Source: an optimization exercise on an open RTL-to-GDS flow (aim: small area, a short achievable clock period and few clock cycles per item). Production flows keep margins and buffers that such runs may drop.
In this exercise RTL edits were held to simulation tests only and were not proved equivalent to the original.

File: flow/design.v
module aes_sbox (
    input  wire [7:0] a,
    output reg  [7:0] y
);
    always @(*) begin
        case (a)
            8'h00: y = 8'h63;
            8'h01: y = 8'h7c;
            8'h02: y = 8'h77;
            8'h03: y = 8'h7b;
            8'h04: y = 8'hf2;
            8'h05: y = 8'h6b;
            8'h06: y = 8'h6f;
            8'h07: y = 8'hc5;
            8'h08: y = 8'h30;
            8'h09: y = 8'h01;
            8'h0a: y = 8'h67;
            8'h0b: y = 8'h2b;
            8'h0c: y = 8'hfe;
            8'h0d: y = 8'hd7;
            8'h0e: y = 8'hab;
            8'h0f: y = 8'h76;
            8'h10: y = 8'hca;
            8'h11: y = 8'h82;
            8'h12: y = 8'hc9;
            8'h13: y = 8'h7d;
            8'h14: y = 8'hfa;
            8'h15: y = 8'h59;
            8'h16: y = 8'h47;
            8'h17: y = 8'hf0;
            8'h18: y = 8'had;
            8'h19: y = 8'hd4;
            8'h1a: y = 8'ha2;
            8'h1b: y = 8'haf;
            8'h1c: y = 8'h9c;
            8'h1d: y = 8'ha4;
            8'h1e: y = 8'h72;
            8'h1f: y = 8'hc0;
            8'h20: y = 8'hb7;
            8'h21: y = 8'hfd;
            8'h22: y = 8'h93;
            8'h23: y = 8'h26;
            8'h24: y = 8'h36;
            8'h25: y = 8'h3f;
            8'h26: y = 8'hf7;
            8'h27: y = 8'hcc;
            8'h28: y = 8'h34;
            8'h29: y = 8'ha5;
            8'h2a: y = 8'he5;
            8'h2b: y = 8'hf1;
            8'h2c: y = 8'h71;
            8'h2d: y = 8'hd8;
            8'h2e: y = 8'h31;
            8'h2f: y = 8'h15;
            8'h30: y = 8'h04;
            8'h31: y = 8'hc7;
            8'h32: y = 8'h23;
            8'h33: y = 8'hc3;
            8'h34: y = 8'h18;
            8'h35: y = 8'h96;
            8'h36: y = 8'h05;
            8'h37: y = 8'h9a;
            8'h38: y = 8'h07;
            8'h39: y = 8'h12;
            8'h3a: y = 8'h80;
            8'h3b: y = 8'he2;
            8'h3c: y = 8'heb;
            8'h3d: y = 8'h27;
            8'h3e: y = 8'hb2;
            8'h3f: y = 8'h75;
            8'h40: y = 8'h09;
            8'h41: y = 8'h83;
            8'h42: y = 8'h2c;
            8'h43: y = 8'h1a;
            8'h44: y = 8'h1b;
            8'h45: y = 8'h6e;
            8'h46: y = 8'h5a;
            8'h47: y = 8'ha0;
            8'h48: y = 8'h52;
            8'h49: y = 8'h3b;
            8'h4a: y = 8'hd6;
            8'h4b: y = 8'hb3;
            8'h4c: y = 8'h29;
            8'h4d: y = 8'he3;
            8'h4e: y = 8'h2f;
            8'h4f: y = 8'h84;
            8'h50: y = 8'h53;
            8'h51: y = 8'hd1;
            8'h52: y = 8'h00;
            8'h53: y = 8'hed;
            8'h54: y = 8'h20;
            8'h55: y = 8'hfc;
            8'h56: y = 8'hb1;
            8'h57: y = 8'h5b;
            8'h58: y = 8'h6a;
            8'h59: y = 8'hcb;
            8'h5a: y = 8'hbe;
            8'h5b: y = 8'h39;
            8'h5c: y = 8'h4a;
            8'h5d: y = 8'h4c;
            8'h5e: y = 8'h58;
            8'h5f: y = 8'hcf;
            8'h60: y = 8'hd0;
            8'h61: y = 8'hef;
            8'h62: y = 8'haa;
            8'h63: y = 8'hfb;
            8'h64: y = 8'h43;
            8'h65: y = 8'h4d;
            8'h66: y = 8'h33;
            8'h67: y = 8'h85;
            8'h68: y = 8'h45;
            8'h69: y = 8'hf9;
            8'h6a: y = 8'h02;
            8'h6b: y = 8'h7f;
            8'h6c: y = 8'h50;
            8'h6d: y = 8'h3c;
            8'h6e: y = 8'h9f;
            8'h6f: y = 8'ha8;
            8'h70: y = 8'h51;
            8'h71: y = 8'ha3;
            8'h72: y = 8'h40;
            8'h73: y = 8'h8f;
            8'h74: y = 8'h92;
            8'h75: y = 8'h9d;
            8'h76: y = 8'h38;
            8'h77: y = 8'hf5;
            8'h78: y = 8'hbc;
            8'h79: y = 8'hb6;
            8'h7a: y = 8'hda;
            8'h7b: y = 8'h21;
            8'h7c: y = 8'h10;
            8'h7d: y = 8'hff;
            8'h7e: y = 8'hf3;
            8'h7f: y = 8'hd2;
            8'h80: y = 8'hcd;
            8'h81: y = 8'h0c;
            8'h82: y = 8'h13;
            8'h83: y = 8'hec;
            8'h84: y = 8'h5f;
            8'h85: y = 8'h97;
            8'h86: y = 8'h44;
            8'h87: y = 8'h17;
            8'h88: y = 8'hc4;
            8'h89: y = 8'ha7;
            8'h8a: y = 8'h7e;
            8'h8b: y = 8'h3d;
            8'h8c: y = 8'h64;
            8'h8d: y = 8'h5d;
            8'h8e: y = 8'h19;
            8'h8f: y = 8'h73;
            8'h90: y = 8'h60;
            8'h91: y = 8'h81;
            8'h92: y = 8'h4f;
            8'h93: y = 8'hdc;
            8'h94: y = 8'h22;
            8'h95: y = 8'h2a;
            8'h96: y = 8'h90;
            8'h97: y = 8'h88;
            8'h98: y = 8'h46;
            8'h99: y = 8'hee;
            8'h9a: y = 8'hb8;
            8'h9b: y = 8'h14;
            8'h9c: y = 8'hde;
            8'h9d: y = 8'h5e;
            8'h9e: y = 8'h0b;
            8'h9f: y = 8'hdb;
            8'ha0: y = 8'he0;
            8'ha1: y = 8'h32;
            8'ha2: y = 8'h3a;
            8'ha3: y = 8'h0a;
            8'ha4: y = 8'h49;
            8'ha5: y = 8'h06;
            8'ha6: y = 8'h24;
            8'ha7: y = 8'h5c;
            8'ha8: y = 8'hc2;
            8'ha9: y = 8'hd3;
            8'haa: y = 8'hac;
            8'hab: y = 8'h62;
            8'hac: y = 8'h91;
            8'had: y = 8'h95;
            8'hae: y = 8'he4;
            8'haf: y = 8'h79;
            8'hb0: y = 8'he7;
            8'hb1: y = 8'hc8;
            8'hb2: y = 8'h37;
            8'hb3: y = 8'h6d;
            8'hb4: y = 8'h8d;
            8'hb5: y = 8'hd5;
            8'hb6: y = 8'h4e;
            8'hb7: y = 8'ha9;
            8'hb8: y = 8'h6c;
            8'hb9: y = 8'h56;
            8'hba: y = 8'hf4;
            8'hbb: y = 8'hea;
            8'hbc: y = 8'h65;
            8'hbd: y = 8'h7a;
            8'hbe: y = 8'hae;
            8'hbf: y = 8'h08;
            8'hc0: y = 8'hba;
            8'hc1: y = 8'h78;
            8'hc2: y = 8'h25;
            8'hc3: y = 8'h2e;
            8'hc4: y = 8'h1c;
            8'hc5: y = 8'ha6;
            8'hc6: y = 8'hb4;
            8'hc7: y = 8'hc6;
            8'hc8: y = 8'he8;
            8'hc9: y = 8'hdd;
            8'hca: y = 8'h74;
            8'hcb: y = 8'h1f;
            8'hcc: y = 8'h4b;
            8'hcd: y = 8'hbd;
            8'hce: y = 8'h8b;
            8'hcf: y = 8'h8a;
            8'hd0: y = 8'h70;
            8'hd1: y = 8'h3e;
            8'hd2: y = 8'hb5;
            8'hd3: y = 8'h66;
            8'hd4: y = 8'h48;
            8'hd5: y = 8'h03;
            8'hd6: y = 8'hf6;
            8'hd7: y = 8'h0e;
            8'hd8: y = 8'h61;
            8'hd9: y = 8'h35;
            8'hda: y = 8'h57;
            8'hdb: y = 8'hb9;
            8'hdc: y = 8'h86;
            8'hdd: y = 8'hc1;
            8'hde: y = 8'h1d;
            8'hdf: y = 8'h9e;
            8'he0: y = 8'he1;
            8'he1: y = 8'hf8;
            8'he2: y = 8'h98;
            8'he3: y = 8'h11;
            8'he4: y = 8'h69;
            8'he5: y = 8'hd9;
            8'he6: y = 8'h8e;
            8'he7: y = 8'h94;
            8'he8: y = 8'h9b;
            8'he9: y = 8'h1e;
            8'hea: y = 8'h87;
            8'heb: y = 8'he9;
            8'hec: y = 8'hce;
            8'hed: y = 8'h55;
            8'hee: y = 8'h28;
            8'hef: y = 8'hdf;
            8'hf0: y = 8'h8c;
            8'hf1: y = 8'ha1;
            8'hf2: y = 8'h89;
            8'hf3: y = 8'h0d;
            8'hf4: y = 8'hbf;
            8'hf5: y = 8'he6;
            8'hf6: y = 8'h42;
            8'hf7: y = 8'h68;
            8'hf8: y = 8'h41;
            8'hf9: y = 8'h99;
            8'hfa: y = 8'h2d;
            8'hfb: y = 8'h0f;
            8'hfc: y = 8'hb0;
            8'hfd: y = 8'h54;
            8'hfe: y = 8'hbb;
            8'hff: y = 8'h16;
            default: y = 8'h00;
        endcase
    end
endmodule
module aes_gf_inv (
    input  wire [7:0] a,
    output reg  [7:0] y
);
    always @(*) begin
        case (a)
            8'h00: y = 8'h00;
            8'h01: y = 8'h01;
            8'h02: y = 8'h8d;
            8'h03: y = 8'hf6;
            8'h04: y = 8'hcb;
            8'h05: y = 8'h52;
            8'h06: y = 8'h7b;
            8'h07: y = 8'hd1;
            8'h08: y = 8'he8;
            8'h09: y = 8'h4f;
            8'h0a: y = 8'h29;
            8'h0b: y = 8'hc0;
            8'h0c: y = 8'hb0;
            8'h0d: y = 8'he1;
            8'h0e: y = 8'he5;
            8'h0f: y = 8'hc7;
            8'h10: y = 8'h74;
            8'h11: y = 8'hb4;
            8'h12: y = 8'haa;
            8'h13: y = 8'h4b;
            8'h14: y = 8'h99;
            8'h15: y = 8'h2b;
            8'h16: y = 8'h60;
            8'h17: y = 8'h5f;
            8'h18: y = 8'h58;
            8'h19: y = 8'h3f;
            8'h1a: y = 8'hfd;
            8'h1b: y = 8'hcc;
            8'h1c: y = 8'hff;
            8'h1d: y = 8'h40;
            8'h1e: y = 8'hee;
            8'h1f: y = 8'hb2;
            8'h20: y = 8'h3a;
            8'h21: y = 8'h6e;
            8'h22: y = 8'h5a;
            8'h23: y = 8'hf1;
            8'h24: y = 8'h55;
            8'h25: y = 8'h4d;
            8'h26: y = 8'ha8;
            8'h27: y = 8'hc9;
            8'h28: y = 8'hc1;
            8'h29: y = 8'h0a;
            8'h2a: y = 8'h98;
            8'h2b: y = 8'h15;
            8'h2c: y = 8'h30;
            8'h2d: y = 8'h44;
            8'h2e: y = 8'ha2;
            8'h2f: y = 8'hc2;
            8'h30: y = 8'h2c;
            8'h31: y = 8'h45;
            8'h32: y = 8'h92;
            8'h33: y = 8'h6c;
            8'h34: y = 8'hf3;
            8'h35: y = 8'h39;
            8'h36: y = 8'h66;
            8'h37: y = 8'h42;
            8'h38: y = 8'hf2;
            8'h39: y = 8'h35;
            8'h3a: y = 8'h20;
            8'h3b: y = 8'h6f;
            8'h3c: y = 8'h77;
            8'h3d: y = 8'hbb;
            8'h3e: y = 8'h59;
            8'h3f: y = 8'h19;
            8'h40: y = 8'h1d;
            8'h41: y = 8'hfe;
            8'h42: y = 8'h37;
            8'h43: y = 8'h67;
            8'h44: y = 8'h2d;
            8'h45: y = 8'h31;
            8'h46: y = 8'hf5;
            8'h47: y = 8'h69;
            8'h48: y = 8'ha7;
            8'h49: y = 8'h64;
            8'h4a: y = 8'hab;
            8'h4b: y = 8'h13;
            8'h4c: y = 8'h54;
            8'h4d: y = 8'h25;
            8'h4e: y = 8'he9;
            8'h4f: y = 8'h09;
            8'h50: y = 8'hed;
            8'h51: y = 8'h5c;
            8'h52: y = 8'h05;
            8'h53: y = 8'hca;
            8'h54: y = 8'h4c;
            8'h55: y = 8'h24;
            8'h56: y = 8'h87;
            8'h57: y = 8'hbf;
            8'h58: y = 8'h18;
            8'h59: y = 8'h3e;
            8'h5a: y = 8'h22;
            8'h5b: y = 8'hf0;
            8'h5c: y = 8'h51;
            8'h5d: y = 8'hec;
            8'h5e: y = 8'h61;
            8'h5f: y = 8'h17;
            8'h60: y = 8'h16;
            8'h61: y = 8'h5e;
            8'h62: y = 8'haf;
            8'h63: y = 8'hd3;
            8'h64: y = 8'h49;
            8'h65: y = 8'ha6;
            8'h66: y = 8'h36;
            8'h67: y = 8'h43;
            8'h68: y = 8'hf4;
            8'h69: y = 8'h47;
            8'h6a: y = 8'h91;
            8'h6b: y = 8'hdf;
            8'h6c: y = 8'h33;
            8'h6d: y = 8'h93;
            8'h6e: y = 8'h21;
            8'h6f: y = 8'h3b;
            8'h70: y = 8'h79;
            8'h71: y = 8'hb7;
            8'h72: y = 8'h97;
            8'h73: y = 8'h85;
            8'h74: y = 8'h10;
            8'h75: y = 8'hb5;
            8'h76: y = 8'hba;
            8'h77: y = 8'h3c;
            8'h78: y = 8'hb6;
            8'h79: y = 8'h70;
            8'h7a: y = 8'hd0;
            8'h7b: y = 8'h06;
            8'h7c: y = 8'ha1;
            8'h7d: y = 8'hfa;
            8'h7e: y = 8'h81;
            8'h7f: y = 8'h82;
            8'h80: y = 8'h83;
            8'h81: y = 8'h7e;
            8'h82: y = 8'h7f;
            8'h83: y = 8'h80;
            8'h84: y = 8'h96;
            8'h85: y = 8'h73;
            8'h86: y = 8'hbe;
            8'h87: y = 8'h56;
            8'h88: y = 8'h9b;
            8'h89: y = 8'h9e;
            8'h8a: y = 8'h95;
            8'h8b: y = 8'hd9;
            8'h8c: y = 8'hf7;
            8'h8d: y = 8'h02;
            8'h8e: y = 8'hb9;
            8'h8f: y = 8'ha4;
            8'h90: y = 8'hde;
            8'h91: y = 8'h6a;
            8'h92: y = 8'h32;
            8'h93: y = 8'h6d;
            8'h94: y = 8'hd8;
            8'h95: y = 8'h8a;
            8'h96: y = 8'h84;
            8'h97: y = 8'h72;
            8'h98: y = 8'h2a;
            8'h99: y = 8'h14;
            8'h9a: y = 8'h9f;
            8'h9b: y = 8'h88;
            8'h9c: y = 8'hf9;
            8'h9d: y = 8'hdc;
            8'h9e: y = 8'h89;
            8'h9f: y = 8'h9a;
            8'ha0: y = 8'hfb;
            8'ha1: y = 8'h7c;
            8'ha2: y = 8'h2e;
            8'ha3: y = 8'hc3;
            8'ha4: y = 8'h8f;
            8'ha5: y = 8'hb8;
            8'ha6: y = 8'h65;
            8'ha7: y = 8'h48;
            8'ha8: y = 8'h26;
            8'ha9: y = 8'hc8;
            8'haa: y = 8'h12;
            8'hab: y = 8'h4a;
            8'hac: y = 8'hce;
            8'had: y = 8'he7;
            8'hae: y = 8'hd2;
            8'haf: y = 8'h62;
            8'hb0: y = 8'h0c;
            8'hb1: y = 8'he0;
            8'hb2: y = 8'h1f;
            8'hb3: y = 8'hef;
            8'hb4: y = 8'h11;
            8'hb5: y = 8'h75;
            8'hb6: y = 8'h78;
            8'hb7: y = 8'h71;
            8'hb8: y = 8'ha5;
            8'hb9: y = 8'h8e;
            8'hba: y = 8'h76;
            8'hbb: y = 8'h3d;
            8'hbc: y = 8'hbd;
            8'hbd: y = 8'hbc;
            8'hbe: y = 8'h86;
            8'hbf: y = 8'h57;
            8'hc0: y = 8'h0b;
            8'hc1: y = 8'h28;
            8'hc2: y = 8'h2f;
            8'hc3: y = 8'ha3;
            8'hc4: y = 8'hda;
            8'hc5: y = 8'hd4;
            8'hc6: y = 8'he4;
            8'hc7: y = 8'h0f;
            8'hc8: y = 8'ha9;
            8'hc9: y = 8'h27;
            8'hca: y = 8'h53;
            8'hcb: y = 8'h04;
            8'hcc: y = 8'h1b;
            8'hcd: y = 8'hfc;
            8'hce: y = 8'hac;
            8'hcf: y = 8'he6;
            8'hd0: y = 8'h7a;
            8'hd1: y = 8'h07;
            8'hd2: y = 8'hae;
            8'hd3: y = 8'h63;
            8'hd4: y = 8'hc5;
            8'hd5: y = 8'hdb;
            8'hd6: y = 8'he2;
            8'hd7: y = 8'hea;
            8'hd8: y = 8'h94;
            8'hd9: y = 8'h8b;
            8'hda: y = 8'hc4;
            8'hdb: y = 8'hd5;
            8'hdc: y = 8'h9d;
            8'hdd: y = 8'hf8;
            8'hde: y = 8'h90;
            8'hdf: y = 8'h6b;
            8'he0: y = 8'hb1;
            8'he1: y = 8'h0d;
            8'he2: y = 8'hd6;
            8'he3: y = 8'heb;
            8'he4: y = 8'hc6;
            8'he5: y = 8'h0e;
            8'he6: y = 8'hcf;
            8'he7: y = 8'had;
            8'he8: y = 8'h08;
            8'he9: y = 8'h4e;
            8'hea: y = 8'hd7;
            8'heb: y = 8'he3;
            8'hec: y = 8'h5d;
            8'hed: y = 8'h50;
            8'hee: y = 8'h1e;
            8'hef: y = 8'hb3;
            8'hf0: y = 8'h5b;
            8'hf1: y = 8'h23;
            8'hf2: y = 8'h38;
            8'hf3: y = 8'h34;
            8'hf4: y = 8'h68;
            8'hf5: y = 8'h46;
            8'hf6: y = 8'h03;
            8'hf7: y = 8'h8c;
            8'hf8: y = 8'hdd;
            8'hf9: y = 8'h9c;
            8'hfa: y = 8'h7d;
            8'hfb: y = 8'ha0;
            8'hfc: y = 8'hcd;
            8'hfd: y = 8'h1a;
            8'hfe: y = 8'h41;
            8'hff: y = 8'h1c;
            default: y = 8'h00;
        endcase
    end
endmodule
module aes128_cipher (
    input  wire         clk,
    input  wire         rst,           
    input  wire         in_valid,
    output wire         in_ready,
    input  wire         in_decrypt,    
    input  wire [127:0] in_key,
    input  wire [127:0] in_block,
    output reg          out_valid,
    output wire [127:0] out_block
);
    function [7:0] xtime;
        input [7:0] a;
        xtime = {a[6:0], 1'b0} ^ (a[7] ? 8'h1b : 8'h00);
    endfunction
    function [31:0] mix_col;
        input [31:0] c;
        reg [7:0] a0, a1, a2, a3;
        begin
            a0 = c[31:24]; a1 = c[23:16]; a2 = c[15:8]; a3 = c[7:0];
            mix_col[31:24] = xtime(a0) ^ (xtime(a1) ^ a1) ^ a2 ^ a3;
            mix_col[23:16] = a0 ^ xtime(a1) ^ (xtime(a2) ^ a2) ^ a3;
            mix_col[15:8]  = a0 ^ a1 ^ xtime(a2) ^ (xtime(a3) ^ a3);
            mix_col[7:0]   = (xtime(a0) ^ a0) ^ a1 ^ a2 ^ xtime(a3);
        end
    endfunction
    function [31:0] inv_mix_col;
        input [31:0] c;
        reg [7:0] a0, a1, a2, a3;
        reg [7:0] a0x2, a1x2, a2x2, a3x2;
        reg [7:0] a0x4, a1x4, a2x4, a3x4;
        reg [7:0] a0x8, a1x8, a2x8, a3x8;
        reg [7:0] a0x9, a1x9, a2x9, a3x9;
        reg [7:0] a0xb, a1xb, a2xb, a3xb;
        reg [7:0] a0xd, a1xd, a2xd, a3xd;
        reg [7:0] a0xe, a1xe, a2xe, a3xe;
        begin
            a0 = c[31:24]; a1 = c[23:16]; a2 = c[15:8]; a3 = c[7:0];
            a0x2 = xtime(a0);   a1x2 = xtime(a1);   a2x2 = xtime(a2);   a3x2 = xtime(a3);
            a0x4 = xtime(a0x2); a1x4 = xtime(a1x2); a2x4 = xtime(a2x2); a3x4 = xtime(a3x2);
            a0x8 = xtime(a0x4); a1x8 = xtime(a1x4); a2x8 = xtime(a2x4); a3x8 = xtime(a3x4);
            a0x9 = a0x8 ^ a0;          a1x9 = a1x8 ^ a1;          a2x9 = a2x8 ^ a2;          a3x9 = a3x8 ^ a3;
            a0xb = a0x8 ^ a0x2 ^ a0;   a1xb = a1x8 ^ a1x2 ^ a1;   a2xb = a2x8 ^ a2x2 ^ a2;   a3xb = a3x8 ^ a3x2 ^ a3;
            a0xd = a0x8 ^ a0x4 ^ a0;   a1xd = a1x8 ^ a1x4 ^ a1;   a2xd = a2x8 ^ a2x4 ^ a2;   a3xd = a3x8 ^ a3x4 ^ a3;
            a0xe = a0x8 ^ a0x4 ^ a0x2; a1xe = a1x8 ^ a1x4 ^ a1x2; a2xe = a2x8 ^ a2x4 ^ a2x2; a3xe = a3x8 ^ a3x4 ^ a3x2;
            inv_mix_col[31:24] = a0xe ^ a1xb ^ a2xd ^ a3x9;
            inv_mix_col[23:16] = a0x9 ^ a1xe ^ a2xb ^ a3xd;
            inv_mix_col[15:8]  = a0xd ^ a1x9 ^ a2xe ^ a3xb;
            inv_mix_col[7:0]   = a0xb ^ a1xd ^ a2x9 ^ a3xe;
        end
    endfunction
    reg [127:0] st;       
    reg [127:0] rk;       
    reg [3:0]   round;
    reg         busy;
    reg         dec;      
    reg         kexp;     
    reg [7:0]   rcon;
    always @(*) begin
        case (round)
            4'd1:    rcon = 8'h01;
            4'd2:    rcon = 8'h02;
            4'd3:    rcon = 8'h04;
            4'd4:    rcon = 8'h08;
            4'd5:    rcon = 8'h10;
            4'd6:    rcon = 8'h20;
            4'd7:    rcon = 8'h40;
            4'd8:    rcon = 8'h80;
            4'd9:    rcon = 8'h1b;
            4'd10:   rcon = 8'h36;
            default: rcon = 8'h00;
        endcase
    end
    assign in_ready  = !busy;
    assign out_block = st;
    wire accept = in_valid && in_ready;
    wire [31:0] w0 = rk[127:96];
    wire [31:0] w1 = rk[95:64];
    wire [31:0] w2 = rk[63:32];
    wire [31:0] w3 = rk[31:0];
    wire        key_fwd = !dec || kexp;
    wire [31:0] w3_back = w3 ^ w2;                      
    wire [31:0] ks_in   = key_fwd ? w3 : w3_back;
    wire [31:0] ks_rot  = {ks_in[23:0], ks_in[31:24]};  
    wire [31:0] ks_sub;                                 
    genvar g;
    generate
        for (g = 0; g < 4; g = g + 1) begin : g_ks_sbox
            aes_sbox u_sbox (.a(ks_rot[8*g +: 8]), .y(ks_sub[8*g +: 8]));
        end
    endgenerate
    wire [31:0] ks_t = ks_sub ^ {rcon, 24'h0};
    wire [31:0] f0 = w0 ^ ks_t;
    wire [31:0] f1 = w1 ^ f0;
    wire [31:0] f2 = w2 ^ f1;
    wire [31:0] f3 = w3 ^ f2;
    wire [127:0] rk_fwd = {f0, f1, f2, f3};
    wire [127:0] rk_back = {w0 ^ ks_t, w1 ^ w0, w2 ^ w1, w3_back};
    wire [127:0] sb;
    wire [127:0] sr;
    wire [127:0] mc;
    wire [127:0] isr;
    wire [127:0] isb;
    wire [127:0] iark = isb ^ rk_back;
    wire [127:0] imc;
    function [7:0] rotl8;
        input [7:0] b;
        input [2:0] n;
        rotl8 = (b << n) | (b >> (4'd8 - n));
    endfunction
    function [7:0] aff;
        input [7:0] b;
        aff = b ^ rotl8(b, 3'd1) ^ rotl8(b, 3'd2) ^ rotl8(b, 3'd3) ^ rotl8(b, 3'd4) ^ 8'h63;
    endfunction
    function [7:0] aff_inv;
        input [7:0] x;
        aff_inv = rotl8(x, 3'd1) ^ rotl8(x, 3'd3) ^ rotl8(x, 3'd6) ^ 8'h05;
    endfunction
    wire dec_round = dec && !kexp;
    genvar r, c;
    generate
        for (g = 0; g < 16; g = g + 1) begin : g_sbox
            wire [7:0] inv_in  = dec_round ? aff_inv(isr[127-8*g -: 8]) : st[127-8*g -: 8];
            wire [7:0] inv_out;
            aes_gf_inv u_inv (.a(inv_in), .y(inv_out));
            assign sb[127-8*g -: 8]  = aff(inv_out);
            assign isb[127-8*g -: 8] = inv_out;
        end
        for (c = 0; c < 4; c = c + 1) begin : g_col
            for (r = 0; r < 4; r = r + 1) begin : g_row
                assign sr[127-8*(r+4*c) -: 8]  = sb[127-8*(r+4*((c+r)%4)) -: 8];
                assign isr[127-8*(r+4*c) -: 8] = st[127-8*(r+4*((c+4-r)%4)) -: 8];
            end
            assign mc[127-32*c -: 32]  = mix_col(sr[127-32*c -: 32]);
            assign imc[127-32*c -: 32] = inv_mix_col(iark[127-32*c -: 32]);
        end
    endgenerate
    wire [127:0] enc_next = ((round == 4'd10) ? sr : mc) ^ rk_fwd;
    wire [127:0] dec_next = (round == 4'd1) ? iark : imc;
    always @(posedge clk) begin
        if (rst) begin
            busy      <= 1'b0;
            out_valid <= 1'b0;
        end else begin
            out_valid <= 1'b0;
            if (accept) begin
                busy  <= 1'b1;
                dec   <= in_decrypt;
                kexp  <= in_decrypt;
                round <= 4'd1;
                rk    <= in_key;
                st    <= in_decrypt ? in_block : (in_block ^ in_key);
            end else if (busy) begin
                if (!dec) begin
                    rk <= rk_fwd;
                    st <= enc_next;
                    if (round == 4'd10) begin
                        busy      <= 1'b0;
                        out_valid <= 1'b1;
                    end else begin
                        round <= round + 4'd1;
                    end
                end else if (kexp) begin
                    rk <= rk_fwd;
                    if (round == 4'd10) begin
                        st   <= st ^ rk_fwd;
                        kexp <= 1'b0;
                    end else begin
                        round <= round + 4'd1;
                    end
                end else begin
                    rk <= rk_back;
                    st <= dec_next;
                    if (round == 4'd1) begin
                        busy      <= 1'b0;
                        out_valid <= 1'b1;
                    end else begin
                        round <= round - 4'd1;
                    end
                end
            end
        end
    end
endmodule
File: flow/run.sh
#!/bin/bash
# synth_recipe.tcl (not shown) runs the flow's synth.tcl, then flattens the netlist and writes it again
# the make line also repeats each setting of config.mk as NAME=value (left out here)
make -C /OpenROAD-flow-scripts/flow DESIGN_CONFIG=/design/flow/config.mk WORK_HOME=/design/flow/orfs CLKGATE_MAP_FILE= SYNTH_SCRIPT=/design/flow/synth_recipe.tcl finish
File: flow/config.mk
export PLATFORM = sky130hd
export DESIGN_NAME = aes128_cipher
export DESIGN_NICKNAME = aes128_cipher
export VERILOG_FILES = /design/flow/design.v
export SDC_FILE = /design/flow/constraint.sdc
export NUM_CORES = 4
export LEC_CHECK = 0
export CAP_MARGIN = 20
export CELL_PAD_IN_SITES_DETAIL_PLACEMENT = 2
export CELL_PAD_IN_SITES_GLOBAL_PLACEMENT = 2
export CORE_MARGIN = 2
export CORE_UTILIZATION = 15
export PLACE_DENSITY = 0.35
export SLEW_MARGIN = 20
File: flow/constraint.sdc
create_clock -name core_clock -period 10.0 [get_ports {clk}]
set_input_delay 2.0000 -clock core_clock [delete_from_list [all_inputs] [get_ports {clk}]]
set_output_delay 2.0000 -clock core_clock [all_outputs]
set_load 0.01 [all_outputs]
==> impl_results.md <==
* Layout cell share with drive strength beyond 1 at 12.3%
* Num CTS Buffers at 44
* Post-Syn Instances at 16400
* Crit path required time at 10470 ps
* Slew HR at 11.2%
* Clock slew seen by the registers of the worst setup and hold paths at 80 ps
* Grt total ovfl at 0
* Kind of end point of the critical path: register
* ANT nets after route at 0
* Port Buffers at 389
* Compound-Gate Fraction of Synth Area at 35.6%
* Worst skew pair latency at 700 ps
* Synth Area in Adders at 3.33%
* Final hold vios at 0
* # Post-CTS Setup Buffers at 0
* H-tree levels at 2
* Largest family of logic cells by synthesized area: compound AO/OA/AOI/OAI gates
* Max-cap violations at 0
* Final period utilization at 88.5%
* Die W at 897 um
* Most used DFF post-synth: edfxtp_1
* Most common cell in the netlist: xnor2_1
* Worst setup SP type: register
* All-layer global routing usage at 26.4%
* Post-cts sizing count at 0
* Synthesized cell area at 120000 um2
* Top-area cell type share of the netlist area at 12.3%
* Fin util at 17.6%
* CTS tree: yes
* Initial antenna violation count at 77
* First-pass GRT wire length at 1480000 um
* Post-synth EDFFs at 262
* Routed length per instance at 41.5 um
* Via/cell ratio at 5.43
* Final Setup Violations at 0
* Post-Synth XOR/XNOR Area at 23.8%
* Synth warn at 3
* Leading post-synthesis cells by cell area: xnor2_1 (12%), edfxtp_1 (6.6%), nand2_1 (5.0%)
* Gpl congestion at 0.932
* Outcome: no timing/DRC/antenna violations
* Initial Util at 15.0%
* Worst EP arrival at 9320 ps
* Achievable Freq at 113 MHz
* Vias in the first global route at 148000
* Clock tree buffer depth at 3
* Simple-gate share of the synthesized area at 18.2%
* Rows at 328
* Mux share of post-synthesis cell area at 4.28%
* Crit-path max FO at 32
* Setup TNS at 0 ps
* Minimum clock period after layout at 8850 ps
* Final Max Tran Viols at 0
* Wirelength, routed at 1120000 um
* Iteration-0 DRC Markers at 14500
* Die height at 897 um
* Worst setup path class: register to register
* Unrepaired setup endpoints after global routing: no
* Vias at 146000
* Area grow syn2layout at 17.4%
* Die ar. at 805000 um2
* Num ports at 390
* Synth Area per Inst at 7.31 um2
* Seq/Total Area, Yosys at 6.74%
* #FFs+latches synth at 272
* Synth top cells by count: xnor2_1 (1676), nand2_1 (1595), nor2_1 (1392)
* Async S/R FF share, synth at 0%
* Synth cell types at 157
* Least-Margin Pin Slew at 1330 ps
* Core Area at 796000 um2
* First drt pass iteration count at 5
* DRC Markers at 0
* Reg area at 8070 um2
* Multi-input gate area at 104000 um2
* Root Driver: clkbuf_16
* Post-detail-place hpwl at 873000 um
* Setup Skew at 25.3 ps
* Sink Count at 272
* Synth area leader: xnor2_1
* Post-Syn Nets at 16900
* Filler cell count at 93100
* Hold crit path type: register to register
* Cts hold-fix bufs at 0
* Largest net degree at the start of global routing at 100
* Layout net count at 16800
==> cell type report <==
class | instances | area share [%]
diodes | 23 | 0.0410
clock buffers | 52 | 0.820
clock inverters | 30 | 0.271
inverters | 202 | 0.547
multi-input cells | 14200 | 73.8
flip-flops and latches | 272 | 5.75
well taps | 10600 | 9.41
repair buffers | 1549 | 9.33
==> through the flow <==
step | instances | instance area (um2) | setup slack (ps) | hold slack [ps]
finish | 26900 | 140000 | 1150 | 614
global route | 26800 | 140000 | 1050 | 661
CTS | 26800 | 140000 | 1290 | 618
detailed placement | 26800 | 139000 | 1340 | 609
global placement | 26700 | 139000 | 825 | 599
floorplan | 16400 | 120000 | 456 | 485
==> worst max-delay path, stage by stage, from the launching register on <==
cell      delay (ps)
edfxtp_1         520
nor2b_4          610
buf_16           240
buf_12           260
mux2_2           590
ha_1             880
nand2b_1         730
a221oi_1         220
a31o_2           270
nor4_1           740
or4_1            770
xor2_1           820
xnor2_2          350
xor2_1           290
xnor3_1          420
a21oi_1          380
xnor2_1          120
o21ba_1          180
==> routing by layer <==
metal	up-vias	track usage, %	share of wire (%)
met5	-	0	0.010
met4	16	10.6	4.9
met3	841	2.37	4.6
met2	5011	42.9	45
met1	78300	36.0	45
li1	61600	-	-
==> path summary, 6_finish.rpt <==
| check | endpoint | slack (ps) | start | depth (start not counted) |
|---|---|---|---|---|
| worst max register to register | st[3] | 1150 | kexp | 17 |
| worst min-delay path | out_valid | 610 | busy | 2 |
| worst max-delay path | st[3] | 1150 | kexp | 17 |
| worst min register to register | out_valid | 610 | busy | 2 |
==> sequential cells by signal, indices dropped and copies added (netlist names) <==
register / cells
rcon: 8
out_valid: 1
dec: 1
rk: 128
round: 4
kexp: 1
busy: 1
st: 128
==> cells in the final DEF (no fill, tap or decap), types with 290 or more instances in the layout <==
cell type / Yosys / routed
a211oi_1: 329 / 329
a21oi_1: 1189 / 1188
a221oi_1: 292 / 290
a31oi_1: 308 / 307
buf_4: 186 / 1117
clkdlybuf4s50_1: 0 / 388
ha_1: 317 / 317
nand2_1: 1595 / 1586
nand3_1: 440 / 440
nor2_1: 1392 / 1380
nor3_1: 454 / 452
o211ai_1: 350 / 350
o21ai_0: 1017 / 1016
xnor2_1: 1676 / 1611
xor2_1: 553 / 541
==> cells by family after synthesis <==
kind of cell,count (synthesis)
xor gates and xnor gates,2657
muxes,454
adders and majority gates,319
and+or+nand+nor,4779
buffers and inverters,1925
DFF,272
AOI/OAI and AO/OA,5966
Testbench counts, summed over its fixed seeds: cycles 43,660, items 3,200.

==> separate check: timing with driven ports <==
How much do the figures lean on ideal ports? The routed layout below was timed once more, with nothing changed but the port constraints.
Step 1 sets driving cells, clkbuf_16 on the clock port and buf_2 on the other inputs (assumed; they add their load-dependent delay and slew).
Step 2 times the ports against the registers' clock, not the clock port: input delays grow and output delays shrink by t, the midpoint of the rising clock arrivals with the driver on.
Three values: ideal ports, drivers, drivers and shift; two values: the first two.
t (ns): 0.811
setup slack, ns: 1.146 / 1.146 / 1.146
latest minus earliest clock arrival (ns): 0.026 / 0.026
worst register clock-pin slew, ns: 0.08 / 0.08
worst data-port slew with drivers (ns): 0.36
After both steps setup and hold are still met in this run. For this run, drivers alone change the setup slack by 0.000 ns; drivers and shift together by 0.000 ns.
